From an optimization exercise on the open Yosys and OpenROAD flow, aimed at small area, a short achievable clock period and few clock cycles; shortcuts taken in it are not production practice. No run shown here included a check of the RTL's function; only the layout flow was run. Power figures rest on the tool's default switching activity, not on a simulated workload.

[flow/flow/run.sh]
#!/bin/bash
# Standard layout, with the port buffers made of the smallest buffer cell.
set -euo pipefail
export BUFFER_PORTS_ARGS="-buffer_cell sky130_fd_sc_hd__buf_1"
bash standard.sh > standard_flow.log 2>&1
[flow/standard.sh]
#!/bin/bash
# synth_recipe.tcl (not shown) runs the flow's synth.tcl, then flattens the netlist and writes it again
# the make line also repeats each setting of config.mk as NAME=value (left out here)
make -C /OpenROAD-flow-scripts/flow DESIGN_CONFIG=/design/flow/config.mk WORK_HOME=/design/flow/orfs CLKGATE_MAP_FILE= SYNTH_SCRIPT=/design/flow/synth_recipe.tcl "${@:-finish}"
[flow/config.mk]
export PLATFORM = sky130hd
export DESIGN_NAME = sw_link_core
export DESIGN_NICKNAME = sw_link_core
export VERILOG_FILES = /design/flow/design.v
export SDC_FILE = /design/flow/constraint.sdc
export NUM_CORES = 4
export LEC_CHECK = 0
export ABC_AREA = 1
export CAP_MARGIN = 20
export CORE_MARGIN = 2
export CORE_UTILIZATION = 35
export CTS_CLUSTER_DIAMETER = 150
export CTS_CLUSTER_SIZE = 25
export SETUP_SLACK_MARGIN = 2.8
export SLEW_MARGIN = 20
[flow/constraint.sdc]
create_clock -name core_clock -period 5.0 [get_ports {clk}]
set_input_delay 1.0000 -clock core_clock [delete_from_list [all_inputs] [get_ports {clk}]]
set_output_delay 1.0000 -clock core_clock [all_outputs]
set_load 0.01 [all_outputs]
[flow/design.v]
module sw_link_core (
    input  wire         clk,
    input  wire         rst,             
    input  wire [7:0]   cfg_self_addr,   
    input  wire [7:0]   cfg_peer_addr,   
    input  wire [6:0]   prog_len,        
    output wire [5:0]   prog_addr,       
    input  wire [7:0]   prog_data,       
    output wire         call_valid,
    output wire [3:0]   call_op,
    output wire [3:0]   call_len,
    output wire [111:0] call_data,
    input  wire         call_ready,
    input  wire         resp_ok,
    input  wire [1:0]   resp_mode,
    input  wire [3:0]   resp_len,
    input  wire [111:0] resp_data,
    input  wire         irq_rx,          
    input  wire         host_req,        
    input  wire [23:0]  host_slots,
    output wire [5:0]   err,
    output wire [1:0]   rej_reason,
    output wire [1:0]   lsm_state,
    output wire [5:0]   ord_code,
    output wire         halted
);
    localparam [3:0] OP_ENTER_RX    = 4'd0,
                     OP_TX_NONEMPTY = 4'd1,
                     OP_FLUSH_TX    = 4'd2,
                     OP_SEND        = 4'd3,
                     OP_READ_STATUS = 4'd4,
                     OP_RX_NONEMPTY = 4'd5,
                     OP_FLUSH_RX    = 4'd6,
                     OP_RECEIVE     = 4'd7,
                     OP_SAMPLE      = 4'd8,
                     OP_EMIT        = 4'd9;
    localparam [1:0] M_IDLE = 2'd0, M_RX = 2'd1, M_TX = 2'd2, M_REC = 2'd3;
    localparam [4:0] X_NOP        = 5'b00_000,
                     X_SAMPLE     = 5'b00_010,
                     X_HOSTFWD    = 5'b00_011,
                     X_ORDREQ_ACK = 5'b00_100,
                     X_ENC_VALUE  = 5'b01_000,
                     X_ENC_ORDER  = 5'b01_001,
                     X_DEC_VALUE  = 5'b01_010,
                     X_DEC_ORDER  = 5'b01_011,
                     X_ORD_PACK   = 5'b10_000,
                     X_ORD_TAGCUR = 5'b10_001,
                     X_ORD_UNPACK = 5'b10_010,
                     X_ORD_APPLY  = 5'b10_011,
                     X_LINK_INIT  = 5'b11_000,
                     X_LINK_SEND  = 5'b11_001,
                     X_LINK_REARM = 5'b11_010,
                     X_LINK_RECV  = 5'b11_011,
                     X_LINK_RXDONE= 5'b11_100;
    localparam [7:0] CH_T = 8'h54, CH_L = 8'h4C, CH_H = 8'h48;
    function known;
        input [7:0] b;
        known = (b == CH_T) || (b == CH_L) || (b == CH_H);
    endfunction
    function [1:0] code_of;
        input [7:0] b;
        code_of = (b == CH_T) ? 2'b00 : (b == CH_L) ? 2'b01 : 2'b10;
    endfunction
    reg [5:0]   pc;
    reg         halt_r;
    reg [4:0]   ir;            
    reg         cv;            
    reg [3:0]   cop;           
    reg [2:0]   spin_n;        
    reg [79:0]  cd;            
    reg [5:0]   op_tag;
    reg [31:0]  op_temp;
    reg [15:0]  op_hum;
    reg [31:0]  op_lux;
    reg [7:0]   op_slot0, op_slot1, op_slot2;
    reg [7:0]   res_tag;
    reg [31:0]  res_temp;
    reg [15:0]  res_hum;
    reg [31:0]  res_lux;
    reg [1:0]   rs_c0, rs_c1, rs_c2;
    reg         rs_e01, rs_e02, rs_e12;
    reg [87:0]  txb;
    reg         tx_nz, tx_14;
    reg [87:0]  rxb;
    reg         rx_vok, rx_ook;
    reg         rx_pend, order_pend, res_valid, ord_ok;
    reg [1:0]   lsm;
    reg [3:0]   stall_cnt;
    reg [5:0]   err_r;
    reg [1:0]   rej_r;
    reg [1:0]   ord0, ord1, ord2;
    assign prog_addr  = pc;
    assign call_valid = cv;
    assign call_op    = cop;
    assign call_len   = {tx_14, 2'b11, 1'b0};
    assign call_data  = {txb[87:56], cd};
    assign err        = err_r;
    assign rej_reason = rej_r;
    assign lsm_state  = lsm;
    assign ord_code   = {ord2, ord1, ord0};
    assign halted     = halt_r;
    wire        hs = cv & call_ready;
    wire        rs_tx    = (resp_mode == M_TX);
    wire        rs_rx    = (resp_mode == M_RX);
    wire        spin_more = rs_tx & (spin_n != 3'd7);
    wire        is_send  = (ir == X_LINK_SEND);
    wire        is_rearm = (ir == X_LINK_REARM);
    wire        forced   = ~rs_rx & (stall_cnt >= 4'd10);
    reg         last;
    always @(*) begin
        case (cop)
            OP_TX_NONEMPTY, OP_FLUSH_TX, OP_SEND,
            OP_RX_NONEMPTY, OP_FLUSH_RX:   last = 1'b0;
            OP_READ_STATUS:                last = ~spin_more & ~(is_rearm & forced);
            default:                       last = 1'b1;
        endcase
    end
    wire        adv = ~cv | (call_ready & last);
    wire [1:0]  t_c0 = res_tag[5:4];
    wire [1:0]  t_c1 = res_tag[3:2];
    wire [1:0]  t_c2 = res_tag[1:0];
    wire        un_r1 = res_tag[7];
    wire        un_r2 = (t_c0 == t_c1) | (t_c0 == t_c2) | (t_c1 == t_c2);
    wire        un_r3 = (&t_c0) | (&t_c1) | (&t_c2);
    wire        un_ok = ~un_r1 & ~un_r2 & ~un_r3;
    wire        ap_r2 = rs_e01 | rs_e02 | rs_e12;
    wire        ap_r3 = (&rs_c0) | (&rs_c1) | (&rs_c2);
    wire        ap_ok = ~ap_r2 & ~ap_r3;
    wire        pk_ok = known(op_slot0) & known(op_slot1) & known(op_slot2);
    wire [7:0]  rx_b3 = rxb[7:0];
    wire [7:0]  rx_b4 = rxb[15:8];
    wire [7:0]  rx_b5 = rxb[23:16];
    function [1:0] code3;
        input [7:0] b;
        code3 = known(b) ? code_of(b) : 2'b11;
    endfunction
    reg         rx_pend_d, order_pend_d, res_valid_d, ord_ok_d;
    always @(*) begin
        rx_pend_d = rx_pend;
        if (hs && cop == OP_ENTER_RX && ir == X_LINK_RXDONE) rx_pend_d = 1'b0;
        if (irq_rx) rx_pend_d = 1'b1;
        order_pend_d = order_pend;
        if (ir == X_ORDREQ_ACK) order_pend_d = 1'b0;
        if (host_req) order_pend_d = 1'b1;
        res_valid_d = res_valid;
        if (ir == X_DEC_VALUE) res_valid_d = rx_vok;
        if (ir == X_DEC_ORDER) res_valid_d = rx_ook;
        ord_ok_d = ord_ok;
        if (ir == X_ORD_UNPACK) ord_ok_d = un_ok;
        if (ir == X_ORD_APPLY)  ord_ok_d = ap_ok;
    end
    wire        rcv_hs   = hs & (cop == OP_RECEIVE);
    wire        rx_match = (resp_data[15:8] == cfg_self_addr);
    wire        rx_vok_d = rcv_hs ? resp_ok & (resp_len >= 4'd14) & rx_match : rx_vok;
    wire        rx_ook_d = rcv_hs ? resp_ok & (resp_len >= 4'd6)  & rx_match : rx_ook;
    wire        tx_nz_d = tx_nz | (ir == X_ENC_VALUE) | (ir == X_ENC_ORDER);
    wire [7:0]  w = prog_data;
    reg         w_legal;
    always @(*) begin
        case (w)
            8'h00, 8'h01, 8'h02, 8'h03, 8'h04,
            8'h10, 8'h11, 8'h12, 8'h13,
            8'h20, 8'h21, 8'h22, 8'h23,
            8'h30, 8'h31, 8'h32, 8'h33, 8'h34: w_legal = 1'b1;
            default:                           w_legal = w[7];
        endcase
    end
    wire        f_halt = ({1'b0, pc} >= prog_len) | ~w_legal;
    wire        w_ctl  = w[7] | (w[7:1] == 7'd0);      
    reg         skip_no;     
    always @(*) begin
        case (w[5:4])
            2'd0: skip_no = ~rx_pend_d;
            2'd1: skip_no = ~order_pend_d;
            2'd2: skip_no = ~res_valid_d;
            default: skip_no = ~ord_ok_d;
        endcase
    end
    wire [5:0]  pc_inc  = pc + 6'd1;
    wire [5:0]  pc_skip = pc + 6'd1 + {2'b00, w[3:0]};
    reg         j_v;
    reg  [5:0]  j_key, j_to;
    reg         p_seq;           
    reg         mg;              
    wire        j_hit   = j_v & (j_key == pc);
    wire [5:0]  pc_nxt  = ~w_ctl                       ? (j_hit ? j_to : pc_inc) :
                          (w[7:6] == 2'b11)            ? w[5:0]  :
                          (w[7:6] == 2'b10 && skip_no) ? pc_skip : pc_inc;
    wire        w_static = (w[7:6] == 2'b11) | (w[7:1] == 7'd0);
    wire [5:0]  w_succ   = w[7] ? w[5:0] : pc_inc;
    wire        take     = adv & ~halt_r;
    always @(posedge clk) begin
        if (rst) begin
            j_v   <= 1'b0;
            mg    <= 1'b0;
            p_seq <= 1'b0;
        end else if (take) begin
            mg    <= ~w_ctl & j_hit;
            p_seq <= ~w_ctl & ~j_hit;
            if (w_static && (mg || p_seq)) j_v <= 1'b1;
        end
    end
    always @(posedge clk) begin
        if (!halt_r && w_static && (mg || p_seq)) begin
            j_to <= w_succ;
            if (!mg) j_key <= pc - 6'd1;
        end
    end
    reg         w_call;
    reg [3:0]   w_op;
    always @(*) begin
        w_call = 1'b1;
        case (w[5:0])
            6'h02:   w_op = OP_SAMPLE;
            6'h03:   w_op = OP_EMIT;
            6'h31:   begin w_op = OP_TX_NONEMPTY; w_call = tx_nz_d; end
            6'h32:   w_op = OP_READ_STATUS;
            6'h33:   w_op = OP_RECEIVE;
            6'h30,
            6'h34:   w_op = OP_ENTER_RX;
            default: begin w_op = OP_ENTER_RX; w_call = 1'b0; end
        endcase
        if (w_ctl) w_call = 1'b0;
    end
    wire        dec_v      = (ir == X_DEC_VALUE) & rx_vok;
    wire [7:0]  res_tag_d  = dec_v ? rx_b3      : res_tag;
    wire [31:0] res_temp_d = dec_v ? rxb[39:8]  : res_temp;
    wire [15:0] res_hum_d  = dec_v ? rxb[55:40] : res_hum;
    wire [31:0] res_lux_d  = dec_v ? rxb[87:56] : res_lux;
    wire [87:0] txb_d      = (ir == X_ENC_VALUE) ? {op_lux, op_hum, op_temp, 2'b00, op_tag} :
                             (ir == X_ENC_ORDER) ? {txb[87:24], op_slot2, op_slot1, op_slot0} :
                                                   txb;
    wire        tx_14_d    = (ir == X_ENC_VALUE) | (tx_14 & (ir != X_ENC_ORDER));
    wire        send_pend  = cv & (ir == X_LINK_SEND) & (cop != OP_READ_STATUS);
    wire        cd_res     = ~send_pend;
    always @(posedge clk)
        cd <= cd_res ? {res_hum_d, res_lux_d, res_temp_d}
                     : {txb_d[55:0], cfg_self_addr, cfg_peer_addr, 4'b0000, tx_14_d, 3'b101};
    always @(posedge clk) begin
        if (rst) begin
            pc     <= 6'd0;
            halt_r <= 1'b0;
            ir     <= X_NOP;
            cv     <= 1'b0;
            cop    <= OP_ENTER_RX;
            spin_n <= 3'd0;
        end else begin
            if (hs) begin
                case (cop)
                    OP_TX_NONEMPTY: cop <= resp_ok ? OP_FLUSH_TX : OP_SEND;
                    OP_FLUSH_TX:    cop <= OP_SEND;
                    OP_SEND:        begin cop <= OP_READ_STATUS; spin_n <= 3'd0; end
                    OP_READ_STATUS: begin
                        spin_n <= spin_n + 3'd1;
                        if (!spin_more) cop <= OP_RX_NONEMPTY;
                    end
                    OP_RX_NONEMPTY: cop <= resp_ok ? OP_FLUSH_RX : OP_ENTER_RX;
                    OP_FLUSH_RX:    cop <= OP_ENTER_RX;
                    default: ;
                endcase
            end
            if (adv) begin
                ir     <= (halt_r | w_ctl) ? X_NOP : {w[5:4], w[2:0]};
                cv     <= w_call & ~halt_r & ~f_halt;
                cop    <= w_op;
                spin_n <= 3'd0;
                if (!halt_r) begin
                    if (f_halt) halt_r <= 1'b1;
                    else        pc     <= pc_nxt;
                end
            end
        end
    end
    always @(posedge clk) begin
        if (rst) begin
            op_tag     <= 6'd0;
            op_temp    <= 32'd0;
            op_hum     <= 16'd0;
            op_lux     <= 32'd0;
            op_slot0   <= 8'd0;
            op_slot1   <= 8'd0;
            op_slot2   <= 8'd0;
            res_tag    <= 8'd0;
            res_temp   <= 32'd0;
            res_hum    <= 16'd0;
            res_lux    <= 32'd0;
            rs_c0      <= 2'b11;
            rs_c1      <= 2'b11;
            rs_c2      <= 2'b11;
            rs_e01     <= 1'b1;
            rs_e02     <= 1'b1;
            rs_e12     <= 1'b1;
            tx_nz      <= 1'b0;
            tx_14      <= 1'b0;
            rx_vok     <= 1'b0;
            rx_ook     <= 1'b0;
            lsm        <= M_IDLE;
            stall_cnt  <= 4'd0;
            err_r      <= 6'd0;
            rej_r      <= 2'd0;
            ord0       <= 2'b00;      
            ord1       <= 2'b01;      
            ord2       <= 2'b10;      
        end else begin
            case (ir)
            X_ENC_VALUE, X_ENC_ORDER: begin
                tx_nz <= 1'b1;
                tx_14 <= tx_14_d;
            end
            X_DEC_VALUE: begin
                res_tag  <= res_tag_d;
                res_temp <= res_temp_d;
                res_hum  <= res_hum_d;
                res_lux  <= res_lux_d;
            end
            X_DEC_ORDER: if (rx_ook) begin
                rs_c0  <= code3(rx_b3);
                rs_c1  <= code3(rx_b4);
                rs_c2  <= code3(rx_b5);
                rs_e01 <= (rx_b3 == rx_b4);
                rs_e02 <= (rx_b3 == rx_b5);
                rs_e12 <= (rx_b4 == rx_b5);
            end
            X_ORD_PACK: if (!halt_r) begin
                if (!pk_ok)
                    err_r[4] <= 1'b1;
                else
                    op_tag <= {code_of(op_slot0), code_of(op_slot1), code_of(op_slot2)};
            end
            X_ORD_TAGCUR: op_tag <= {ord0, ord1, ord2};
            X_ORD_UNPACK: if (!halt_r) begin
                if (un_ok) begin
                    rs_c0  <= t_c0;
                    rs_c1  <= t_c1;
                    rs_c2  <= t_c2;
                    rs_e01 <= 1'b0;
                    rs_e02 <= 1'b0;
                    rs_e12 <= 1'b0;
                end else begin
                    rej_r    <= un_r1 ? 2'd1 : un_r2 ? 2'd2 : 2'd3;
                    err_r[3] <= 1'b1;
                end
            end
            X_ORD_APPLY: if (!halt_r) begin
                if (ap_ok) begin
                    ord0 <= rs_c0;
                    ord1 <= rs_c1;
                    ord2 <= rs_c2;
                end else begin
                    rej_r    <= ap_r2 ? 2'd2 : 2'd3;
                    err_r[3] <= 1'b1;
                end
            end
            X_LINK_SEND: if (!cv && !halt_r) err_r[4] <= 1'b1;    
            default: ;
            endcase
            if (cv && cop == OP_SAMPLE) begin
                op_temp <= resp_data[31:0];
                op_hum  <= resp_data[47:32];
                op_lux  <= resp_data[79:48];
            end
            if (hs) begin
                case (cop)
                OP_ENTER_RX: begin
                    lsm <= M_RX;
                    if (ir != X_LINK_RXDONE) stall_cnt <= 4'd0;
                    if (ir == X_LINK_REARM)  err_r[2]  <= 1'b1;
                end
                OP_SEND: begin
                    if (!resp_ok) err_r[0] <= 1'b1;
                    lsm <= M_TX;
                end
                OP_READ_STATUS: if (!spin_more) begin
                    if (rs_tx) err_r[2] <= 1'b1;
                    if (is_send) begin
                        if (!rs_tx) lsm <= M_IDLE;
                    end else if (rs_rx) begin
                        stall_cnt <= 4'd0;
                        lsm       <= M_RX;
                    end else if (!forced) begin
                        stall_cnt <= stall_cnt + 4'd1;
                        lsm       <= M_REC;
                    end
                end
                OP_RECEIVE: begin
                    rx_vok <= rx_vok_d;
                    rx_ook <= rx_ook_d;
                    if (!resp_ok) err_r[1] <= 1'b1;
                end
                default: ;
                endcase
            end
            if (host_req) begin
                op_slot0 <= host_slots[7:0];
                op_slot1 <= host_slots[15:8];
                op_slot2 <= host_slots[23:16];
            end
            if (f_halt && adv && !halt_r) err_r[5] <= 1'b1;
        end
    end
    always @(posedge clk) begin
        if (rst) begin
            rx_pend    <= 1'b0;
            order_pend <= 1'b0;
            res_valid  <= 1'b0;
            ord_ok     <= 1'b0;
        end else begin
            rx_pend    <= rx_pend_d;
            order_pend <= order_pend_d;
            res_valid  <= res_valid_d;
            ord_ok     <= ord_ok_d;
        end
    end
    always @(posedge clk) begin
        txb <= txb_d;
        if (cv && cop == OP_RECEIVE)
            rxb <= resp_data[111:24];
    end
endmodule
==> impl_results.md, run 1 <==
* Outcome: no timing/DRC/antenna violations
* Combinational share of power at 7.6%
* Starting density of the core at 35.5%
* Initial antenna violation count at 7
* Final period util at 44.7%
* Worst min path class: reg2reg
* Flop-to-flop setup slack at 2820 ps
* Largest net degree at the start of global routing at 93
* Max Fclk at 0.448 GHz
* Power density cells at 313 nW/µm²
* Vias in the first global route at 15100
* Sequential Power Share at 61.2%
* Internal at 5.53 mW
* Overflow after GRT at 0
* Endpoints failing hold at 0
* DR WL/cell at 18.8 µm
* Antenna viol nets, final at 0
* Port buffer count at 318
* Mapped Area at 20000 µm²
* DR vias at 15600
* Switch share at 24.0%
* Max clock buf depth at 3
* Finished Cell Area at 23300 µm²
* Initial DRC count at 1191
* Vias per Instance at 4.88
* Clock share of power at 31.3%
* Latest clock arrival within the worst-skew pair at 590 ps
* Max capacitance violation total at 0
* Distinct cells, synth at 50
* Primary FF master, synth: dfxtp_1
* Final Skew at 15.3 ps
* P&R area growth vs syn at 16.0%
* Crit path DAT at 1230 ps
* Net Switching at 1.75 mW
* Commonest non-fill, non-tap cell in the layout: dfxtp_1
* Num rows at 87
* Mapped Cells at 2162
* Worst Setup End Kind: output pin
* FF+latch count, synth at 525
* Core Region at 56500 µm²
* CTS tree: built
* Hold-fix buffers, CTS at 0
* H-tree levels at 1
* Avg Cell Area, Syn at 9.27 µm²
* Clk slew on worst S/H paths at 110 ps
* Maximum vdd drop at 0.000182 V
* Leak at 8.95 nW
* Die area at 59200 µm²
* Final WS setup at 2770 ps
* RSZ-0062 raised after global routing: true
* Total CTS buffers at 24
* Pre-CTS WS at 1870 ps
* Sequential area share after synthesis at 59.0%
* WS Path Type: reg2out
* Yosys warns at 1
* Post-route setup TNS at 0 ps
* DP HPWL at 39100 µm
* Fillers at 5646
* Gpl congestion at 0.875
* Post-synth EDFFs at 132
* Data required, critical path at 4000 ps
* Clock sinks at 525
* Core Util, Final at 41.2%
* Most frequent cells in the layout: dfxtp_1 (370), buf_1 (287), nand2_1 (282), o21ai_0 (267), inv_1 (214)
* Layout cell share with drive strength beyond 1 at 8.69%
* Crit-path max FO at 7
* Min Clock Period, post-route at 2230 ps
* Worst Tran Pin Value at 835 ps
* Setup violators final at 0
* Die height at 243 µm
* DRC violations left at 0
* First-pass GRT wire length at 88000 µm
* Layout net count at 2620
* Die W at 243 µm
* Clock root buffer: clkbuf_16
* TritonRoute pass-1 iters at 6
* GRT Overall Usage at 18.9%
* CP startpoint kind: flop
* DRT Wirelength at 60000 µm
* Slew HR at 44.4%
* Fraction of registers with async set/reset at 0%
* Slew Viols, Final at 0
* Post-Place Cell Area at 21800 µm²
* IO Pins at 323
## final timing paths
| path | to | cells past startpoint | from |
|---|---|---|---|
| worst max-delay path | prog_addr[0] | 2 | pc[0]$_SDFFE_PP0P_ |
| worst min-delay path | op_hum[4]$_SDFFE_PP0P_ | 2 | op_hum[4]$_SDFFE_PP0P_ |
| worst max register to register | pc[4]$_SDFFE_PP0P_ | 10 | pc[0]$_SDFFE_PP0P_ |
| worst min register to register | op_hum[4]$_SDFFE_PP0P_ | 2 | op_hum[4]$_SDFFE_PP0P_ |
## area by class of cell
type,count,area [µm²],area share (%)
tap,756,946,4.07
clock inverter,1,16.3,0.0699
timing repair inverter,1,7.51,0.0323
inverter,234,933,4.01
clock buffer,41,664,2.86
antenna,1,2.50,0.0108
timing repair buffer,367,1830,7.88
multi-input combinational,1271,6980,30.0
sequential,525,11900,51.1
## stage by stage
stage | power, mW | cells | hold slack (ps)
4_1_cts | 7.31 | 3172 | 455
6_report | 7.28 | 3197 | 453
3_5_place_dp | 5.03 | 3118 | 439
5_1_grt | 7.56 | 3196 | 470
2_1_floorplan | 4.85 | 2163 | 419
3_3_place_gp | 5.02 | 3118 | 434
## worst max-delay path, cell delays in order, from the launching register on
cell	delay [ps]
dfxtp_4	440
buf_6	120
buf_6	90
## kinds of logic after synthesis
kind of cell / synth area share, %
XOR/XNOR: 1.75
multiplexers: 3.64
flip-flops: 59.0
buffers and inverters: 7.78
other: 0.0375
AO/OA/AOI/OAI: 13.8
AND/OR/NAND/NOR: 12.9
adder cells (fa/ha/maj): 1.10
## sequential cells by signal, summed over array words and instances, names as in the netlist, 4 cells and up
register   flops
res_tag        7
op_lux        32
res_temp      32
j_to           6
res_lux       32
op_slot1       8
cd            80
ir             5
rxb           88
cop            4
op_temp       32
res_hum       16
op_tag         6
j_key          6
txb           88
op_slot2       8
stall_cnt      4
op_slot0       8
pc             6
op_hum        16
err_r          6
## power by group through the flow
stage / logic [mW] / clock network (mW) / registers (mW)
2_1_floorplan: 0.305 / 0 / 4.54
5_1_grt: 0.613 / 2.49 / 4.46
4_1_cts: 0.507 / 2.35 / 4.45
3_3_place_gp: 0.467 / 0 / 4.55
6_report: 0.551 / 2.28 / 4.45
3_5_place_dp: 0.476 / 0 / 4.55
## cell usage after synthesis (2+ instances only)
library cell	n	area [µm²]
a22oi_1	3	22.5
inv_1	222	833
nor3_1	14	70.1
inv_2	11	41.3
a31oi_1	6	37.5
o221ai_1	14	123
xor2_1	36	315
edfxtp_1	132	3960
ha_1	16	200
o22ai_1	11	68.8
nand3_1	38	190
o211ai_1	6	45.0
nor2_2	6	37.5
nor2_1	213	800
nand2_4	2	22.5
buf_4	38	285
o21ai_0	274	1370
xnor2_1	4	35.0
dfxtp_1	393	7870
buf_2	26	130
clkbuf_1	66	248
a22o_1	3	26.3
o21ai_1	15	75.1
o32ai_1	5	43.8
or2_2	2	12.5
buf_1	3	11.3
nand4_1	20	125
a21oi_1	173	866
nor2_4	5	56.3
a211oi_1	3	22.5
or3_1	2	12.5
conb_1	2	7.51
nor4_1	17	106
nand2_1	288	1080
nand2_2	6	37.5
mux2i_1	73	731
## metal layers
| metal | vias up | GRT usage [%] | wire length [µm] |
|---|---|---|---|
| met5 | - | 0 | 88 |
| met4 | 12 | 5.02 | 1490 |
| met3 | 85 | 3.44 | 3460 |
| met2 | 376 | 31.9 | 28600 |
| met1 | 7464 | 24.7 | 26400 |
| li1 | 7661 | - | - |
## what timing repair did
item                       CTS  global route
gates cloned                 4             5
setup buffers                8            19
setup endpoints to repair  292           166
pin swaps                    2            14
gates resized for setup     63            67
==> run 2: changes to the inputs <==
--- a/flow/design.v
+++ b/flow/design.v
@@ -180,11 +180,14 @@
     wire [5:0]  pc_skip = pc + 6'd1 + {2'b00, w[3:0]};
     reg         j_v;
-    reg  [5:0]  j_key, j_to;
+    reg  [5:0]  j_at, j_to;
     reg         p_seq;           
     reg         mg;              
-    wire        j_hit   = j_v & (j_key == pc);
-    wire [5:0]  pc_nxt  = ~w_ctl                       ? (j_hit ? j_to : pc_inc) :
-                          (w[7:6] == 2'b11)            ? w[5:0]  :
-                          (w[7:6] == 2'b10 && skip_no) ? pc_skip : pc_inc;
+    wire        w_jmp   = (w[7:6] == 2'b11);
+    wire        w_skip  = (w[7:6] == 2'b10) & skip_no;
+    wire [5:0]  pc_raw  = ~w_ctl ? pc_inc : w_jmp ? w[5:0] : w_skip ? pc_skip : pc_inc;
+    wire        redir   = j_v & (~w_ctl ? (pc_inc == j_at) :
+                                 w_jmp  ? (w[5:0] == j_at) :
+                                 w_skip ? (pc_skip == j_at) : (pc_inc == j_at));
+    wire [5:0]  pc_nxt  = redir ? j_to : pc_raw;
     wire        w_static = (w[7:6] == 2'b11) | (w[7:1] == 7'd0);
     wire [5:0]  w_succ   = w[7] ? w[5:0] : pc_inc;
@@ -196,6 +199,6 @@
             p_seq <= 1'b0;
         end else if (take) begin
-            mg    <= ~w_ctl & j_hit;
-            p_seq <= ~w_ctl & ~j_hit;
+            mg    <= redir;
+            p_seq <= ~w_ctl & ~redir;
             if (w_static && (mg || p_seq)) j_v <= 1'b1;
         end
@@ -204,5 +207,5 @@
         if (!halt_r && w_static && (mg || p_seq)) begin
             j_to <= w_succ;
-            if (!mg) j_key <= pc - 6'd1;
+            if (!mg) j_at <= pc;
         end
     end
==> impl_results.md, run 2 <==
* DR WL/cell at 19.0 µm (+1.2%)
* DRC violations left at 0 (unchanged)
* Final Skew at 21.7 ps (+6.38 ps)
* Post-Place Cells at 3241 (+3.9%)
* Most frequent cells in the layout: dfxtp_1 (375), nand2_1 (355), nor2_1 (353), buf_1 (290), o21ai_0 (239)
* Yosys warns at 1 (unchanged)
* Layout net count at 2765 (+5.5%)
* CTS tree: built
* Max Fclk at 0.393 GHz (-12%)
* Port buffer count at 318 (unchanged)
* Endpoints failing hold at 0 (unchanged)
* Die W at 245 µm (+0.86%)
* First-pass GRT wire length at 93500 µm (+6.2%)
* Mapped Area at 20400 µm² (+1.8%)
* Data required, critical path at 5480 ps (+1480 ps)
* Worst Tran Pin Value at 857 ps (+22.6 ps)
* Num rows at 88 (+1.1%)
* Vias in the first global route at 16400 (+8.2%)
* Mapped Cells at 2280 (+5.5%)
* WS Path Type: in2reg
* Max capacitance violation total at 0 (unchanged)
* Top cells by count, synth: dfxtp_1 (393), nand2_1 (370), nor2_1 (362), o21ai_0 (240), inv_1 (159)
* RSZ-0062 raised after global routing: true
* Core Util, Final at 41.6% (+0.42 points)
* DP HPWL at 40300 µm (+3.1%)
* P&R area growth vs syn at 17.6%
* Final period util at 50.8% (+6.2 points)
* Worst setup endpoint: pc[2]$_SDFFE_PP0P_
* Worst Setup End Kind: flop
* Layout cell share with drive strength beyond 1 at 9.87% (+1.2 points)
* Total CTS buffers at 24 (unchanged)
* Commonest non-fill, non-tap cell in the layout: dfxtp_1
* Outcome: no timing/DRC/antenna violations
* Post-route setup TNS at 0 ps (unchanged)
* Die height at 245 µm (+0.86%)
* Crit path DAT at 3020 ps (+1790 ps)
* Switch share at 24.0% (about the same)
* Initial DRC count at 1298 (+9.0%)
* Core Region at 57700 µm² (+2.1%)
* Register-to-Register Path Depth at 19 (+9)
* Internal at 5.63 mW (+1.8%)
* IO Pins at 323 (unchanged)
* Largest registers: rxb (88), txb (88), cd (80)
* Antenna viol nets, final at 0 (unchanged)
* Sequential area share after synthesis at 58.0% (-1.0 points)
* Start point of the critical path: prog_data[1]
* Slew Viols, Final at 0 (unchanged)
* GRT Overall Usage at 19.9% (+1.0 points)
* Largest net degree at the start of global routing at 76 (-18%)
* Setup violators final at 0 (unchanged)
* Clk slew on worst S/H paths at 100 ps (about the same)
* Power density cells at 309 nW/µm² (-1.3%)
* Total Power at 7.41 mW (+1.8%)
* Primary FF master, synth: dfxtp_1
* Non-filler cells, final at 3356 (+5.0%)
* Initial antenna violation count at 11 (+4)
* Avg Cell Area, Syn at 8.95 µm² (-3.5%)
* Leading area contributor after synthesis: dfxtp_1
* Clock root buffer: clkbuf_16
* Distinct cells, synth at 53 (+6.0%)
* Die area at 60200 µm² (+1.7%)
* Latest clock arrival within the worst-skew pair at 580 ps (about the same)
* Net Switching at 1.78 mW (+1.8%)
* R2r startpoint: pc[0]$_SDFFE_PP0P_
* Sequential Power Share at 60.6% (-0.6 points)
* TritonRoute pass-1 iters at 5 (-1)
* Leak at 9.71 nW (+8.6%)
* Top-count cell post-synth: dfxtp_1
* Overflow after GRT at 0 (unchanged)
* Maximum vdd drop at 0.000284 V (+56%)
* Min Clock Period, post-route at 2540 ps (+308 ps)
* Yosys top cell area share at 38.6% (-0.68 points)
* Clock sinks at 525 (unchanged)
* Worst min path class: reg2reg
* Fraction of registers with async set/reset at 0% (unchanged)
* Vias per Instance at 4.97 (+1.9%)
* DR vias at 16700 (+7.0%)
* Starting density of the core at 35.4% (-0.13 points)
* Slew HR at 42.8% (-1.6 points)
* Max clock buf depth at 3 (unchanged)
* Clock share of power at 30.8% (-0.5 points)
* Crit-path max FO at 8 (+1)
* Gpl congestion at 0.871 (-0.46%)
* DRT Wirelength at 63800 µm (+6.2%)
* CP startpoint kind: input port
* FF+latch count, synth at 525 (unchanged)
* Synth area leaders: dfxtp_1 (39%), edfxtp_1 (19%), nand2_1 (6.8%)
* Worst r2r dst: pc[2]$_SDFFE_PP0P_
* Flop-to-flop setup slack at 2480 ps (-340 ps)
* Combinational share of power at 8.6% (+1.0 points)
* Post-synth EDFFs at 132 (unchanged)
* Fillers at 5848 (+3.6%)
* H-tree levels at 1 (unchanged)
* Hold-fix buffers, CTS at 0 (unchanged)
[run 2: changes by cell type after synthesis, moves of 8 or more]
cell | before | now
a21oi_1 | 173 | 153
buf_2 | 26 | 10
inv_1 | 222 | 159
nand2_1 | 288 | 370
nand3_1 | 38 | 60
nor2_1 | 213 | 362
o21ai_0 | 274 | 240
o21ai_1 | 15 | 1
o221ai_1 | 14 | 0
xor2_1 | 36 | 28
[run 2: how the worst min path moves through the flow]
stage / end / startpoint / slack (ps) / depth (start not counted)
global route: op_lux[17]$_SDFFE_PP0P_ / op_lux[17]$_SDFFE_PP0P_ / 480 / 2
floorplan: txb[24]$_DFF_P_ / txb[24]$_DFF_P_ / 420 / 2
CTS: txb[47]$_DFF_P_ / txb[47]$_DFF_P_ / 460 / 2
detailed placement: txb[39]$_DFF_P_ / txb[39]$_DFF_P_ / 430 / 2
finish: txb[32]$_DFF_P_ / txb[32]$_DFF_P_ / 450 / 2
global placement: txb[45]$_DFF_P_ / txb[45]$_DFF_P_ / 430 / 2
[run 2: per-layer routing]
layer	GRT usage, %	vias up	share of wire [%]	routed length (µm)
met5	0	-	0.036	23
met4	5.94	4	2.6	1660
met3	3.95	98	7.1	4510
met2	32.4	525	46	29500
met1	26.7	8010	44	28100
li1	-	8054	-	-
[run 2: worst max-delay path, cell delays in order]
cell	delay (ps)
buf_2	190
inv_2	110
fa_2	600
xor2_1	140
nand4_1	100
nor2_1	100
nand2_1	60
nor2_1	110
nand2_2	70
nand3_4	110
nand3_4	150
nand2_2	110
nand3_2	60
nand2_1	60
inv_1	40
[run 2: stage by stage]
step,setup slack (ps),cell area [µm²],hold slack (ps)
after floorplan,2310,20500,416
final,2460,24000,452
after global placement,1560,22100,428
after detailed placement,1570,22100,432
after global routing,2250,24000,478
after CTS,2460,23500,456
[run 2: area by class of cell]
| class | instances | area (µm²) | share of cell area, % |
|---|---|---|---|
| Inverter | 173 | 701 | 2.92 |
| Antenna cell | 7 | 17.5 | 0.0730 |
| Timing Repair Buffer | 394 | 2190 | 9.11 |
| Timing Repair inverter | 2 | 16.3 | 0.0678 |
| Tap cell | 765 | 957 | 3.99 |
| Multi-Input combinational cell | 1448 | 7550 | 31.5 |
| Sequential cell | 525 | 11900 | 49.5 |
| Clock buffer | 42 | 689 | 2.87 |
[run 2: cells by family after synthesis]
kind of cell,after synthesis,synth area share (%)
compound gates,434,11.1
xor+xnor,36,1.55
fa+ha+maj,18,1.14
buf+inv,310,6.59
flops,525,58.0
mux,71,3.48
other cells,2,0.0368
simple gates,884,18.1
[run 2: repair_timing]
item,in CTS,in global routing
endpoints found under the setup margin,457,183
pin swaps,16,8
gates resized for setup,94,65
cloned,6,9
setup buffers,35,16
[run 2: power groups by stage]
stage / Clock, mW / Sequential [mW] / Combinational [mW]
floorplan: 0 / 4.58 / 0.334
global placement: 0 / 4.59 / 0.510
detailed placement: 0 / 4.59 / 0.519
CTS: 2.34 / 4.49 / 0.601
global route: 2.49 / 4.50 / 0.708
finish: 2.28 / 4.49 / 0.639
==> run 3: changes to the inputs <==
--- a/flow/design.v
+++ b/flow/design.v
@@ -183,4 +183,9 @@
     reg         p_seq;           
     reg         mg;              
+    reg         d_v;
+    reg  [5:0]  d_key, d_to;     
+    reg         d_val;           
+    reg         p_dec;           
+    reg         d_isv;           
     wire        w_jmp   = (w[7:6] == 2'b11);
     wire        w_skip  = (w[7:6] == 2'b10) & skip_no;
@@ -189,5 +194,8 @@
                                  w_jmp  ? (w[5:0] == j_at) :
                                  w_skip ? (pc_skip == j_at) : (pc_inc == j_at));
-    wire [5:0]  pc_nxt  = redir ? j_to : pc_raw;
+    wire        d_hit   = d_v & (d_key == pc);
+    wire        d_ok    = d_val ? rx_vok_d : rx_ook_d;
+    wire [5:0]  pc_inc2 = pc + 6'd2;
+    wire [5:0]  pc_nxt  = redir ? j_to : (~w_ctl & d_hit) ? (d_ok ? pc_inc2 : d_to) : pc_raw;
     wire        w_static = (w[7:6] == 2'b11) | (w[7:1] == 7'd0);
     wire [5:0]  w_succ   = w[7] ? w[5:0] : pc_inc;
@@ -198,7 +206,17 @@
             mg    <= 1'b0;
             p_seq <= 1'b0;
+            d_v   <= 1'b0;
+            p_dec <= 1'b0;
         end else if (take) begin
             mg    <= redir;
             p_seq <= ~w_ctl & ~redir;
+            p_dec <= (w[7:1] == 7'b0001001) & ~redir & ~d_hit;
+            if (p_dec && w[7:4] == 4'hA) begin
+                d_v   <= 1'b1;
+                d_key <= pc - 6'd1;
+                d_to  <= pc_skip;
+                d_val <= d_isv;
+            end
+            d_isv <= (w == 8'h12);
             if (w_static && (mg || p_seq)) j_v <= 1'b1;
         end
==> impl_results.md, run 3 <==
* P&R area growth vs syn at 16.0%
* Max clock buf depth at 3 (unchanged)
* Leak at 10.1 nW (+3.5%)
* Yosys top cell area share at 37.1% (-1.4 points)
* CP delay by family, top: simple AND/OR/NAND/NOR gates
* Worst Setup End Kind: flop
* Clock sinks at 541 (+3.0%)
* Commonest non-fill, non-tap cell in the layout: nand2_1
* Slew HR at 39.0% (-3.7 points)
* Crit path DAT at 3370 ps (+350 ps)
* Worst r2r dst: pc[0]$_SDFFE_PP0P_
* Max Fclk at 0.354 GHz (-10%)
* Final period util at 56.6% (+5.7 points)
* Post-synth EDFFs at 146 (+11%)
* Register-to-Register Path Depth at 24 (+5)
* CP startpoint kind: flop
* Antenna viol nets, final at 0 (unchanged)
* Largest registers: rxb (88), txb (88), cd (80)
* DR vias at 16900 (+1.1%)
* Sequential area share after synthesis at 57.7% (-0.30 points)
* Yosys warns at 1 (unchanged)
* Primary FF master, synth: dfxtp_1
* CP max stage cell: dfxtp_2
* Largest net degree at the start of global routing at 110 (+45%)
* Layout net count at 2833 (+2.5%)
* Clk slew on worst S/H paths at 100 ps (about the same)
* Endpoints failing hold at 0 (unchanged)
* DR WL/cell at 18.5 µm (-2.6%)
* Port buffer count at 318 (unchanged)
* WHS Path Cells at 2 (unchanged)
* Clock root buffer: clkbuf_16
* Synth area leaders: dfxtp_1 (37%), edfxtp_1 (21%), nand2_1 (7.4%)
* Die area at 62900 µm² (+4.4%)
* Post-route setup TNS at 0 ps (unchanged)
* Final Skew at 36.9 ps (+15.2 ps)
* DP HPWL at 43900 µm (+8.8%)
* Gpl congestion at 0.862 (-1.0%)
* Most used cell along the critical path: nand2_1
* Top-count cell post-synth: nand2_1
* Core Region at 60200 µm² (+4.4%)
* First-pass GRT wire length at 95100 µm (+1.7%)
* Initial antenna violation count at 13 (+2)
* Outcome: no timing/DRC/antenna violations
* Hold Crit Start: txb[31]$_DFF_P_
* Starting density of the core at 35.4% (about the same)
* Crit-path max FO at 7 (-1)
* Distinct cells, synth at 54 (+1.9%)
* Fillers at 6003 (+2.7%)
* Data required, critical path at 5540 ps (+60 ps)
* FF+latch count, synth at 541 (+3.0%)
* IO Pins at 323 (unchanged)
* Die height at 251 µm (+2.2%)
* Initial DRC count at 1394 (+7.4%)
* Worst Tran Pin Value at 914 ps (+56.9 ps)
* Mapped Cells at 2365 (+3.7%)
* CP cell instances: buf_6 -> ha_4 -> or2_4 -> nand2_4 -> inv_1 -> ha_4 -> nand3_1 -> nand2_1 -> nand2_2 -> nand2_1 -> nand2_1 -> nand2_1 -> nand2_1 -> inv_1 -> nand2_1 -> nand4_1 -> nand2_2 -> nand2_4 -> nand3_4 -> nand2_1 -> nand2_1 -> nand2_1 -> nand2_1 -> nor2_1
* Mapped Area at 21300 µm² (+4.4%)
* H-tree levels at 1 (unchanged)
* Avg Cell Area, Syn at 9.01 µm² (+0.67%)
* DRT Wirelength at 63700 µm (-0.19%)
* DRC violations left at 0 (unchanged)
* R2r startpoint: pc[0]$_SDFFE_PP0P_
* RSZ-0062 raised after global routing: true
* Die W at 251 µm (+2.2%)
* WP buf/inv at 3 (unchanged)
* Min Clock Period, post-route at 2830 ps (+286 ps)
* Leading area contributor after synthesis: dfxtp_1
* Overflow after GRT at 0 (unchanged)
* Flop-to-flop setup slack at 2170 ps (-310 ps)
* Fraction of registers with async set/reset at 0% (unchanged)
* CP max stage delay at 330 ps (-270 ps)
* Vias in the first global route at 16300 (-0.83%)
* GRT Overall Usage at 19.4% (-0.50 points)
* Setup violators final at 0 (unchanged)
* Min-Delay Endpoint: txb[31]$_DFF_P_
* Total Power at 7.62 mW (+2.9%)
* Layout cell share with drive strength beyond 1 at 9.54% (-0.33 points)
* Vias per Instance at 4.91 (-1.3%)
* Maximum vdd drop at 0.000244 V (-14%)
* Power density cells at 308 nW/µm² (about the same)
* Most frequent cells in the layout: nand2_1 (417), dfxtp_1 (370), nor2_1 (309), buf_1 (285), o21ai_0 (229)
* CTS tree: built
* Slew Viols, Final at 0 (unchanged)
* Worst min path class: reg2reg
* Total CTS buffers at 25 (+4.2%)
* TritonRoute pass-1 iters at 5 (unchanged)
* Hold slack at 452 ps (-0.475 ps)
* Num rows at 90 (+2.3%)
* Latest clock arrival within the worst-skew pair at 600 ps (+20 ps)
* Top cells by count, synth: nand2_1 (422), dfxtp_1 (395), nor2_1 (317), o21ai_0 (240), inv_1 (191)
* WS Path Type: reg2reg
* Max capacitance violation total at 0 (unchanged)
[run 3: worst reg2reg max path, cell delays in order (launching register included)]
cell and delay, ps:
dfxtp_2 330, buf_6 130, ha_4 180, or2_4 230
nand2_4 80, inv_1 60, ha_4 330, nand3_1 110
nand2_1 100, nand2_2 80, nand2_1 70, nand2_1 70
nand2_1 70, nand2_1 50, inv_1 50, nand2_1 50
nand4_1 80, nand2_2 80, nand2_4 100, nand3_4 140
nand2_1 90, nand2_1 70, nand2_1 70, nand2_1 50
nor2_1 100
[run 3: how the worst max path moves through the flow]
stage                       start                  to  slack (ps)  cells after the start
5_1_grt        pc[1]$_SDFFE_PP0P_  pc[0]$_SDFFE_PP0P_        1930                     19
4_1_cts        pc[1]$_SDFFE_PP0P_  pc[0]$_SDFFE_PP0P_        2190                     19
2_1_floorplan        prog_data[0]  pc[0]$_SDFFE_PP0P_        2120                     18
6_report       pc[0]$_SDFFE_PP0P_  pc[0]$_SDFFE_PP0P_        2170                     24
3_5_place_dp         prog_data[1]  pc[0]$_SDFFE_PP0P_        1290                     18
3_3_place_gp         prog_data[1]  pc[0]$_SDFFE_PP0P_        1310                     18
[run 3: logic make-up after synthesis]
logic type | count (synthesis) | share of synthesized area [%]
compound gates | 439 | 11.1
xor+xnor | 41 | 1.69
fa+ha+maj | 20 | 1.21
buf+inv | 352 | 7.12
flops | 541 | 57.7
mux | 74 | 3.48
other cells | 2 | 0.0352
simple gates | 896 | 17.7
[run 3: power by group]
part           leakage (nW)  switching, mW  internal (mW)  total [mW]
clock network         0.350           1.38          0.984        2.37
logic                  5.15          0.431          0.240       0.671
registers              4.55         0.0387           4.55        4.58
total                  10.1           1.85           5.77        7.62
[run 3: routing by layer]
metal / vias to the layer above / global-route usage, % / share of wire [%]
met4: 20 / 6.26 / 2.9
met2: 462 / 32.4 / 47
met5: - / 0 / 0.21
met1: 8028 / 24.6 / 43
met3: 101 / 4.78 / 7.3
li1: 8268 / - / -
[run 3: layout make-up]
class,instances,area (µm²),area share [%]
Inverter,214,860,3.48
Sequential cell,541,12300,49.9
Clock buffer,42,689,2.79
Multi-Input combinational cell,1475,7840,31.7
Clock inverter,3,35.0,0.142
Tap cell,782,978,3.96
Timing Repair Buffer,376,1970,7.96
Timing Repair inverter,1,5.00,0.0202
Antenna cell,4,10.0,0.0405
[run 3: per-stage QoR]
stage	instance area (µm²)	worst slack [ps]	cells	utilization, %
after floorplan	21400	2120	2366	-
after global placement	23100	1310	3345	38.3
after detailed placement	23100	1290	3346	38.4
after CTS	24500	2190	3425	40.7
after global routing	24700	1930	3437	41.0
final	24700	2170	3438	41.0
[run 3: timing repair]
action,in CTS,in global routing
hold buffers,0,0
pin swaps,22,18
gates resized for setup,114,38
gates cloned,4,3
setup buffers,30,6
endpoints found under the hold margin,0,0
setup endpoints to repair,398,245
==> run 4: changes to the inputs <==
--- a/flow/design.v
+++ b/flow/design.v
@@ -191,7 +191,11 @@
     wire        w_skip  = (w[7:6] == 2'b10) & skip_no;
     wire [5:0]  pc_raw  = ~w_ctl ? pc_inc : w_jmp ? w[5:0] : w_skip ? pc_skip : pc_inc;
-    wire        redir   = j_v & (~w_ctl ? (pc_inc == j_at) :
+    wire [5:0]  j_atm1  = j_at - 6'd1;
+    wire [5:0]  j_dist  = j_atm1 - pc;
+    wire        j_inc   = (pc == j_atm1);
+    wire        j_skp   = (j_dist[5:4] == 2'b00) & (j_dist[3:0] == w[3:0]);
+    wire        redir   = j_v & (~w_ctl ? j_inc :
                                  w_jmp  ? (w[5:0] == j_at) :
-                                 w_skip ? (pc_skip == j_at) : (pc_inc == j_at));
+                                 w_skip ? j_skp : j_inc);
     wire        d_hit   = d_v & (d_key == pc);
     wire        d_ok    = d_val ? rx_vok_d : rx_ook_d;
==> impl_results.md, run 4 <==
* Outcome: no timing/DRC/antenna violations
* H-tree levels at 1 (unchanged)
* Final Skew at 29.5 ps (-7.41 ps)
* Latest clock arrival within the worst-skew pair at 590 ps (about the same)
* Num rows at 90 (unchanged)
* Crit path DAT at 3260 ps (-110 ps)
* Yosys top cell area share at 37.1% (-0.041 points)
* Clock sinks at 541 (unchanged)
* DP HPWL at 42900 µm (-2.2%)
* Non-filler cells, final at 3430 (-0.23%)
* Setup violators final at 0 (unchanged)
* Die W at 251 µm (about the same)
* Min Clock Period, post-route at 2740 ps (-85.5 ps)
* Slew HR at 50.0% (+11 points)
* Top-count cell post-synth: nand2_1
* First-pass GRT wire length at 96000 µm (+1.0%)
* Mapped Cells at 2347 (-0.76%)
* Layout net count at 2832 (-0.035%)
* Hold Crit Start: txb[26]$_DFF_P_
* TritonRoute pass-1 iters at 5 (unchanged)
* Core Util, Final at 41.3% (+0.28 points)
* FF+latch count, synth at 541 (unchanged)
* Initial antenna violation count at 13 (unchanged)
* Antenna viol nets, final at 0 (unchanged)
* Largest net degree at the start of global routing at 92 (-16%)
* Fraction of registers with async set/reset at 0% (unchanged)
* Fillers at 6013 (+0.17%)
* Die area at 62900 µm² (+0.11%)
* IO Pins at 323 (unchanged)
* Worst min path class: reg2reg
* Worst Tran Pin Value at 750 ps (-164 ps)
* Die height at 251 µm (about the same)
* Overflow after GRT at 0 (unchanged)
* Final period util at 54.8% (-1.7 points)
* WHS Path Cells at 2 (unchanged)
* Primary FF master, synth: dfxtp_1
* DR WL/cell at 18.9 µm (+2.2%)
* Power density cells at 303 nW/µm² (-1.7%)
* CTS tree: built
* Total CTS buffers at 25 (unchanged)
* Distinct cells, synth at 56 (+3.7%)
* P&R area growth vs syn at 16.9%
* Synth area leaders: dfxtp_1 (37%), edfxtp_1 (21%), nand2_1 (7.0%)
* Maximum vdd drop at 0.000266 V (+8.9%)
* Core Region at 60400 µm² (+0.19%)
* Worst r2r dst: pc[0]$_SDFFE_PP0P_
* Gpl congestion at 0.876 (+1.6%)
* WS Path Type: reg2reg
* Layout cell share with drive strength beyond 1 at 9.84% (+0.30 points)
* Leak at 10.0 nW (-0.14%)
* Vias in the first global route at 16800 (+3.2%)
* Max Fclk at 0.365 GHz (+3.1%)
* GRT Overall Usage at 19.5% (+0.11 points)
* Hold-fix buffers, CTS at 0 (unchanged)
* Post-synth EDFFs at 146 (unchanged)
* Slew Viols, Final at 0 (unchanged)
* DRC violations left at 0 (unchanged)
* Min-Delay Endpoint: txb[26]$_DFF_P_
* Largest registers: rxb (88), txb (88), cd (80)
* Max capacitance violation total at 0 (unchanged)
* RSZ-0062 raised after global routing: true
* Total Power at 7.56 mW (-0.83%)
* Leading area contributor after synthesis: dfxtp_1
* Post-route setup TNS at 0 ps (unchanged)
* Most frequent cells in the layout: nand2_1 (387), dfxtp_1 (375), buf_1 (292), nor2_1 (287), o21ai_0 (238)
* Top cells by count, synth: nand2_1 (398), dfxtp_1 (395), nor2_1 (300), o21ai_0 (245), inv_1 (195)
* R2r startpoint: j_at[0]$_DFFE_PP_
* Yosys warns at 1 (unchanged)
* Crit-path max FO at 5 (-2)
* Max clock buf depth at 3 (unchanged)
* Data required, critical path at 5520 ps (-20 ps)
* Vias per Instance at 4.96 (+0.95%)
* Flop-to-flop setup slack at 2260 ps (+90 ps)
* Clk slew on worst S/H paths at 110 ps (about the same)
* DR vias at 17000 (+0.72%)
* Clock root buffer: clkbuf_16
* Initial DRC count at 1248 (-10%)
* Endpoints failing hold at 0 (unchanged)
* Avg Cell Area, Syn at 9.09 µm² (+0.88%)
* Sequential area share after synthesis at 57.6% (-0.064 points)
* Commonest non-fill, non-tap cell in the layout: nand2_1
* Register-to-Register Path Depth at 18 (-25%)
* Worst Setup End Kind: flop
* Finished Cell Area at 24900 µm² (+0.87%)
* Post-Place Cells at 3323 (-0.69%)
* Post-Place Cell Area at 23100 µm² (+0.11%)
* Starting density of the core at 35.3% (about the same)
* CP startpoint kind: flop
* Mapped Area at 21300 µm² (+0.11%)
* DRT Wirelength at 64900 µm (+1.9%)
* Port buffer count at 318 (unchanged)
==> run 4: worst max path at each step <==
stage	start	endpoint	slack, ps	cells past startpoint
6_report	j_at[0]$_DFFE_PP_	pc[0]$_SDFFE_PP0P_	2260	18
5_1_grt	j_at[0]$_DFFE_PP_	pc[0]$_SDFFE_PP0P_	2070	20
4_1_cts	j_at[0]$_DFFE_PP_	pc[0]$_SDFFE_PP0P_	2240	20
3_5_place_dp	prog_data[2]	pc[0]$_SDFFE_PP0P_	1620	15
3_3_place_gp	prog_len[1]	pc[0]$_SDFFE_PP0P_	1640	16
2_1_floorplan	cop[1]$_SDFFE_PP0P_	pc[2]$_SDFFE_PP0P_	950	14
==> run 4: per-stage QoR <==
step | setup slack [ps] | hold WS, ps
5_1_grt | 2070 | 469
2_1_floorplan | 954 | 400
3_3_place_gp | 1640 | 409
6_report | 2260 | 452
3_5_place_dp | 1620 | 431
4_1_cts | 2240 | 447
==> run 4: logic make-up (layout without fill, tap and decap cells) <==
family / count (synthesis) / after routing / share of synthesized area [%]
compound gates: 447 / 447 / 11.4
xor+xnor: 53 / 53 / 2.18
mux: 73 / 73 / 3.43
simple gates: 851 / 856 / 16.7
buf+inv: 353 / 643 / 7.00
fa+ha+maj: 27 / 27 / 1.65
other cells: 2 / 8 / 0.0352
flops: 541 / 541 / 57.6
==> run 4: what timing repair did <==
action / CTS / global route
gates resized for setup: 81 / 73
pin swaps: 23 / 28
gates cloned: 8 / 6
setup endpoints to repair: 498 / 294
setup buffers: 29 / 15
==> run 4: cell type report <==
class,instances,area (µm²),share of cell area (%)
Sequential cell,541,12300,49.5
Multi-Input combinational cell,1459,8000,32.1
Timing Repair Buffer,387,2030,8.14
Tap cell,782,978,3.92
Inverter,211,856,3.43
Clock buffer,43,693,2.78
Antenna cell,5,12.5,0.0502
Clock inverter,1,11.3,0.0452
Timing Repair inverter,1,7.51,0.0301
==> run 4: worst max-delay path, cell delays in order (launching register included) <==
cell      delay, ps
edfxtp_1        430
inv_2           120
ha_4            170
xor2_2          190
ha_4            250
a21oi_4         170
buf_4           130
o211ai_1         90
nand3_1         100
nand3_1          90
nor2_2          160
nand4_1         120
nand3_2         150
nand3_4         130
nand2_2         110
nand2_2          60
nand2_2          70
nand2_1          40
nor2_1          100
==> run 4: power by group <==
part | internal [mW] | switching [mW]
Combinational | 0.226 | 0.404
Clock | 0.958 | 1.38
Sequential | 4.54 | 0.0431
==> run 4: per-layer routing <==
layer | track usage, % | wire length (µm)
met1 | 24.8 | 27800
met2 | 33.5 | 30600
met3 | 4.32 | 4620
met4 | 5.14 | 1740
met5 | 0 | 117
==> run 5: changes to the inputs <==
--- a/flow/config.mk
+++ b/flow/config.mk
@@ -6,5 +6,4 @@
 export NUM_CORES = 4
 export LEC_CHECK = 0
-export ABC_AREA = 1
 export CAP_MARGIN = 20
 export CORE_MARGIN = 2
==> impl_results.md, run 5 <==
* Core Region at 60400 µm² (unchanged)
* Vias per Instance at 5.10 (+2.9%)
* GR met3 Demand/Resource at 3.99% (-0.33 points)
* CP cell instances: buf_6 -> ha_4 -> fa_2 -> xnor2_2 -> xnor2_1 -> nand3_1 -> nor3_4 -> a211oi_2 -> buf_4 -> a311o_2 -> o221ai_2 -> a31oi_1
* Combinational share of power at 9.7% (+1.4 points)
* Clock share of power at 31.0% (about the same)
* Antenna viol nets, final at 0 (unchanged)
* Synth area leaders: dfxtp_1 (37%), edfxtp_1 (21%), mux2i_1 (7.4%)
* Vias in the first global route at 15700 (-6.6%)
* WP buf/inv at 2 (unchanged)
* Die height at 251 µm (+0.11%)
* Max capacitance violation total at 0 (unchanged)
* Post-route setup TNS at 0 ps (unchanged)
* Avg Cell Area, Syn at 10.3 µm² (+13%)
* Leading area contributor after synthesis: dfxtp_1
* DR WL/cell at 20.6 µm (+8.9%)
* Leak at 10.3 nW (+2.6%)
* H-tree levels at 1 (unchanged)
* Clk slew on worst S/H paths at 110 ps (about the same)
* Min Clock Period, post-route at 3000 ps (+257 ps)
* Num rows at 90 (unchanged)
* R2r startpoint: j_at[0]$_DFFE_PP_
* Largest net degree at the start of global routing at 93 (+1.1%)
* Mapped Area at 21400 µm² (+0.23%)
* CTS tree: built
* Power density cells at 294 nW/µm² (-3.2%)
* Crit path DAT at 3480 ps (+220 ps)
* Endpoints failing hold at 0 (unchanged)
* Most frequent cells in the layout: dfxtp_1 (369), buf_1 (260), nor2_1 (253), nand2_1 (240), a21oi_1 (186)
* CP delay by family, top: compound AO/OA/AOI/OAI gates
* IO Pins at 323 (unchanged)
* Worst min path class: reg2reg
* Worst Setup End Kind: flop
* Die W at 251 µm (+0.11%)
* Initial DRC count at 996 (-20%)
* Slew Viols, Final at 0 (unchanged)
* Initial antenna violation count at 9 (-4)
* Port buffer count at 318 (unchanged)
* Grt peak-use layer: met2
* Post-Place Cells at 3043 (-8.4%)
* Worst r2r dst: pc[4]$_SDFFE_PP0P_
* Layout net count at 2628 (-7.2%)
* CP max stage cell: edfxtp_1
* DR vias at 16500 (-3.2%)
* Layout cell share with drive strength beyond 1 at 18.1% (+8.2 points)
* Fraction of registers with async set/reset at 0% (unchanged)
* Non-filler cells, final at 3225 (-6.0%)
* Mapped Cells at 2079 (-11%)
* GR Util met2 at 32.1% (-1.4 points)
* Outcome: no timing/DRC/antenna violations
* Total Power at 7.72 mW (+2.1%)
* FF+latch count, synth at 541 (unchanged)
* Max clock buf depth at 3 (unchanged)
* Internal at 5.84 mW (+1.9%)
* Gpl congestion at 0.876 (about the same)
* DRC violations left at 0 (unchanged)
* Min-Delay Endpoint: d_val$_DFFE_PP_
* Slew HR at 51.2% (+1.2 points)
* Sequential Power Share at 59.3% (-1.4 points)
* Hold slack at 424 ps (-28.7 ps)
* Switch share at 24.4% (+0.13 points)
* Met1 GRT Util at 26.6% (+1.7 points)
* TritonRoute pass-1 iters at 5 (unchanged)
* Setup violators final at 0 (unchanged)
* Final Skew at 35.3 ps (+5.78 ps)
* CP max stage delay at 450 ps (+20 ps)
* Top cells by count, synth: dfxtp_1 (395), nor2_1 (268), nand2_1 (248), a21oi_1 (197), mux2i_1 (157)
* First-pass GRT wire length at 95000 µm (-1.1%)
* Latest clock arrival within the worst-skew pair at 610 ps (+20 ps)
* Die area at 63100 µm² (+0.23%)
* Overflow after GRT at 0 (unchanged)
* RSZ-0062 raised after global routing: true
* GRT Overall Usage at 19.4% (-0.070 points)
* P&R area growth vs syn at 23.0%
* CP startpoint kind: flop
* Maximum vdd drop at 0.000295 V (+11%)
* DRT Wirelength at 66500 µm (+2.4%)
* Register-to-Register Path Depth at 12 (-6)
* Total CTS buffers at 25 (unchanged)
* Data required, critical path at 5480 ps (-40 ps)
* Commonest non-fill, non-tap cell in the layout: dfxtp_1
* Sequential area share after synthesis at 57.5% (-0.13 points)
* Net Switching at 1.88 mW (+2.6%)
* Yosys top cell area share at 37.0% (-0.085 points)
* Starting density of the core at 35.4% (+0.081 points)
* Yosys warns at 1 (unchanged)
* Post-synth EDFFs at 146 (unchanged)
* Final period util at 60.0% (+5.1 points)
* Crit-path max FO at 4 (-1)
* Primary FF master, synth: dfxtp_1
* Max Fclk at 0.333 GHz (-8.6%)
* DP HPWL at 41400 µm (-3.5%)
* Clock sinks at 541 (unchanged)
* Largest registers: rxb (88), txb (88), cd (80)
* Distinct cells, synth at 77 (+38%)
* Worst Tran Pin Value at 732 ps (-18.0 ps)
* Clock root buffer: clkbuf_16
* WS Path Type: reg2reg
* Flop-to-flop setup slack at 2000 ps (-260 ps)
* Top-count cell post-synth: dfxtp_1
* Hold-fix buffers, CTS at 0 (unchanged)
* Hold Crit Start: d_isv$_DFFE_PP_
* WHS Path Cells at 0 (-2)
run 5: cell types whose count changed in the layout (fill, tap and decap cells not counted), sizes merged, moves of 67 or more:
cell	change
o21ai	-200
inv	-179
nand2	-157
mux2i	+84
a21oi	+76
buf	+67
run 5: cells by family after synthesis:
family | Yosys count | share of synthesized area, %
other | 2 | 0.0351
xor gates and xnor gates | 74 | 3.03
buffers and inverters | 187 | 3.97
muxes | 196 | 9.41
AOI/OAI and AO/OA | 344 | 9.49
adders and majority gates | 28 | 1.70
and+or+nand+nor | 707 | 14.9
DFF | 541 | 57.5
run 5: worst max-delay path by stage:
stage,from,endpoint,depth (start not counted)
6_report,j_at[0]$_DFFE_PP_,pc[4]$_SDFFE_PP0P_,12
5_1_grt,j_at[1]$_DFFE_PP_,pc[4]$_SDFFE_PP0P_,13
4_1_cts,j_at[1]$_DFFE_PP_,pc[4]$_SDFFE_PP0P_,12
3_5_place_dp,prog_data[4],p_dec$_SDFFE_PP0P_,7
3_3_place_gp,prog_data[1],p_dec$_SDFFE_PP0P_,8
2_1_floorplan,cop[0]$_SDFFE_PP0P_,rxb[0]$_DFFE_PP_,3
run 5: timing repair:
action / 4_1_cts / 5_1_grt
resized for setup: 154 / 141
pin swaps: 27 / 52
cloned: 4 / 10
endpoints found under the setup margin: 345 / 283
setup buffers: 64 / 56
endpoints found under the hold margin: 0 / 0
run 5: power by group through the flow:
stage | sequential (mW) | combinational (mW) | clock, mW
4_1_cts | 4.58 | 0.622 | 2.48
3_5_place_dp | 4.70 | 0.530 | 0
2_1_floorplan | 4.67 | 0.367 | 0
5_1_grt | 4.58 | 0.806 | 2.64
3_3_place_gp | 4.69 | 0.521 | 0
6_report | 4.58 | 0.746 | 2.40
run 5: layout make-up:
cell class / count / area, µm²
fill: 5806 / 34100
sequential: 541 / 12400
multi-input combinational: 1358 / 9150
timing repair buffer: 467 / 2930
tap: 782 / 978
clock buffer: 43 / 693
inverter: 29 / 119
clock inverter: 2 / 31.3
antenna: 3 / 7.51
run 5: routing by layer:
layer / wire length (µm) / vias up
li1: - / 7807
met1: 29800 / 8096
met2: 31400 / 468
met3: 4270 / 66
met4: 891 / 14
met5: 92 / -
run 5: worst register-to-register path: cells and delay by family (launching register included):
family                     cells  cell delay [ps]
AOI/OAI and AO/OA              4              780
DFF                            1              450
buffers and inverters          2              310
adders and majority gates      2              550
and+or+nand+nor                2              440
xor gates and xnor gates       2              360
run 5: stage by stage:
step                      instance area, µm²  worst slack, ps  utilization, %
final                                  26300             2000            43.6
after global routing                   26300             1910            43.5
after CTS                              25100             2030            41.6
after detailed placement               23300             1300            38.6
after global placement                 23300             1310            38.6
after floorplan                        21800             1630               -
==> run 6: changes to the inputs <==
--- a/flow/design.v
+++ b/flow/design.v
@@ -201,5 +201,14 @@
     wire        d_ok    = d_val ? rx_vok_d : rx_ook_d;
     wire [5:0]  pc_inc2 = pc + 6'd2;
-    wire [5:0]  pc_nxt  = redir ? j_to : (~w_ctl & d_hit) ? (d_ok ? pc_inc2 : d_to) : pc_raw;
+    wire        s_j     = redir;
+    wire        s_dh    = ~redir & ~w_ctl & d_hit;
+    wire        s_d2    = s_dh & d_ok;
+    wire        s_dt    = s_dh & ~d_ok;
+    wire        s_jmp   = ~redir & w_ctl & w_jmp;
+    wire        s_skp   = ~redir & w_ctl & w_skip;
+    wire        s_inc   = ~redir & ~(~w_ctl & d_hit) & ~(w_ctl & (w_jmp | w_skip));
+    wire [5:0]  pc_nxt  = ({6{s_j}}   & j_to)    | ({6{s_d2}}  & pc_inc2) |
+                          ({6{s_dt}}  & d_to)    | ({6{s_jmp}} & w[5:0])  |
+                          ({6{s_skp}} & pc_skip) | ({6{s_inc}} & pc_inc);
     wire        w_static = (w[7:6] == 2'b11) | (w[7:1] == 7'd0);
     wire [5:0]  w_succ   = w[7] ? w[5:0] : pc_inc;
--- a/flow/config.mk
+++ b/flow/config.mk
@@ -6,4 +6,5 @@
 export NUM_CORES = 4
 export LEC_CHECK = 0
+export ABC_AREA = 1
 export CAP_MARGIN = 20
 export CORE_MARGIN = 2
==> impl_results.md, run 6 <==
* Largest family of logic cells by synthesized area: simple AND/OR/NAND/NOR gates
* DR WL/cell at 19.0 µm (-7.8%)
* Outcome: no timing/DRC/antenna violations
* FF+latch area at 12300 µm² (-0.28%)
* Clock root buffer: clkbuf_16
* Primary FF master, synth: dfxtp_1
* Vias in the first global route at 16700 (+6.9%)
* Num rows at 90 (unchanged)
* First-pass GRT wire length at 97600 µm (+2.7%)
* Yosys warns at 1 (unchanged)
* Overflow after GRT at 0 (unchanged)
* Gpl congestion at 0.920 (+4.9%)
* Net Switching at 1.84 mW (-2.2%)
* CTS tree: built
* Crit path DAT at 3330 ps (-150 ps)
* DR vias at 17200 (+4.7%)
* Post-synth EDFFs at 146 (unchanged)
* Hold slack at 433 ps (+8.86 ps)
* Final WS setup at 2120 ps (+121 ps)
* H-tree levels at 1 (unchanged)
* Core Region at 60500 µm² (+0.19%)
* Final Skew at 16.9 ps (-18.4 ps)
* Die height at 251 µm (+0.11%)
* Antenna viol nets, final at 0 (unchanged)
* Endpoints failing hold at 0 (unchanged)
* Multi-input logic area at 8140 µm² (-11%)
* DP HPWL at 44800 µm (+8.3%)
* Max clock buf depth at 3 (unchanged)
* DRC violations left at 0 (unchanged)
* Mapped Area at 21400 µm² (+0.22%)
* Fraction of registers with async set/reset at 0% (unchanged)
* Total CTS buffers at 25 (unchanged)
* Slew HR at 47.4% (-3.8 points)
* IO Pins at 323 (unchanged)
* Initial antenna violation count at 2 (-7)
* FF+latch count, synth at 541 (unchanged)
* CP max stage cell: edfxtp_1
* Initial DRC count at 1353 (+36%)
* Post-synthesis mux area share at 3.36% (-6.0 points)
* Layout net count at 2884 (+9.7%)
* Max capacitance violation total at 0 (unchanged)
* Sequential area share after synthesis at 57.4% (-0.12 points)
* Setup violators final at 0 (unchanged)
* Post-route setup TNS at 0 ps (unchanged)
* Maximum vdd drop at 0.000379 V (+29%)
* Sequential Power Share at 60.3% (+1.0 points)
* Leak at 10.2 nW (-0.97%)
* Internal at 5.76 mW (-1.3%)
* Min Clock Period, post-route at 2880 ps (-121 ps)
==> run 6: cell families (layout without fill, tap and decap cells) <==
group / after synthesis / count (layout)
muxes: 72 / 72
DFF: 541 / 541
adders and majority gates: 27 / 27
xor gates and xnor gates: 45 / 45
buffers and inverters: 347 / 662
and+or+nand+nor: 902 / 904
other: 2 / 4
AOI/OAI and AO/OA: 441 / 441
==> run 6: per-stage QoR <==
stage | std cells | utilization (%) | area [µm²] | power [mW]
CTS | 3449 | 41.1 | 24900 | 7.64
global route | 3477 | 41.8 | 25300 | 7.88
detailed placement | 3360 | 38.5 | 23300 | 5.22
global placement | 3360 | 38.5 | 23300 | 5.20
finish | 3478 | 41.8 | 25300 | 7.60
floorplan | 2378 | - | 21600 | 5.01
==> run 6: repair_timing <==
action,CTS,global route
pin swaps,17,28
endpoints found under the setup margin,436,264
gates resized for setup,116,58
gates cloned,5,4
hold buffers,0,0
setup buffers,40,24
==> run 6: worst max-delay path: cells and delay by family, from the launching register on <==
kind | cells | cell delay (ps)
AO/OA/AOI/OAI | 2 | 250
XOR/XNOR | 1 | 150
adder cells (fa/ha/maj) | 2 | 470
buffers and inverters | 2 | 260
flip-flops | 1 | 450
AND/OR/NAND/NOR | 13 | 1160
==> run 6: routing by layer <==
metal	global-route usage [%]	vias up	routed length, µm
li1	-	8400	-
met1	23.8	8280	26800
met2	36.3	453	33700
met3	3.77	83	3970
met4	5.24	2	1610
met5	0	-	13
==> run 6: final cells by class <==
type	count	area share, %
multi-input cells	1492	32.2
clock buffers	43	2.83
repair buffers	407	8.88
diodes	1	0.00990
flip-flops and latches	541	48.8
well taps	782	3.87
clock inverters	1	0.0247
repair inverters	1	0.0198
inverters	210	3.38
==> run 6: power groups by stage <==
stage	registers, mW	logic [mW]	clock network [mW]
global route	4.59	0.707	2.59
finish	4.58	0.642	2.38
CTS	4.58	0.610	2.45
floorplan	4.67	0.333	0
global placement	4.69	0.519	0
detailed placement	4.69	0.530	0
==> run 6: worst paths after layout <==
check                                  startpoint  slack, ps                 end  cells past startpoint
worst max register to register  j_at[1]$_DFFE_PP_       2120  pc[0]$_SDFFE_PP0P_                     20
worst max-delay path            j_at[1]$_DFFE_PP_       2120  pc[0]$_SDFFE_PP0P_                     20
worst min register to register    d_isv$_DFFE_PP_        430     d_val$_DFFE_PP_                      0
worst min-delay path              d_isv$_DFFE_PP_        430     d_val$_DFFE_PP_                      0

==> re-timing with driven ports <==
How much do the figures lean on ideal ports? The routed layouts below were timed once more, with nothing changed but the port constraints. Step 1: set_driving_cell puts a clkbuf_16 on clk and a buf_2 on each other input, an assumption about the parent block. Step 2 adds t to the input delays and takes it off the output delays; t is the mean of the earliest and latest rising clock arrival at the registers after step 1. Input paths then give back, and output paths get back, about the clock's delay inside the block. a / b / c = ideal / step 1 / step 2; a / b = the first two.
run	t, ns	setup slack, ns	worst register clock-pin slew, ns
run 1	0.641	2.766 / 2.709 / 2.248	0.11 / 0.11
run 2	0.631	2.458 / 2.479 / 1.850	0.10 / 0.10
run 3	0.639	2.172 / 2.172 / 1.575	0.11 / 0.11
run 4	0.639	2.258 / 2.258 / 1.721	0.11 / 0.11
run 5	0.649	2.001 / 2.001 / 1.554	0.11 / 0.11
run 6	0.631	2.122 / 2.122 / 1.797	0.11 / 0.11
After both steps setup and hold are still met in every run listed. The setup slack of run 2, which loses most, moves by +0.021 ns with the drivers and by -0.608 ns with both steps.
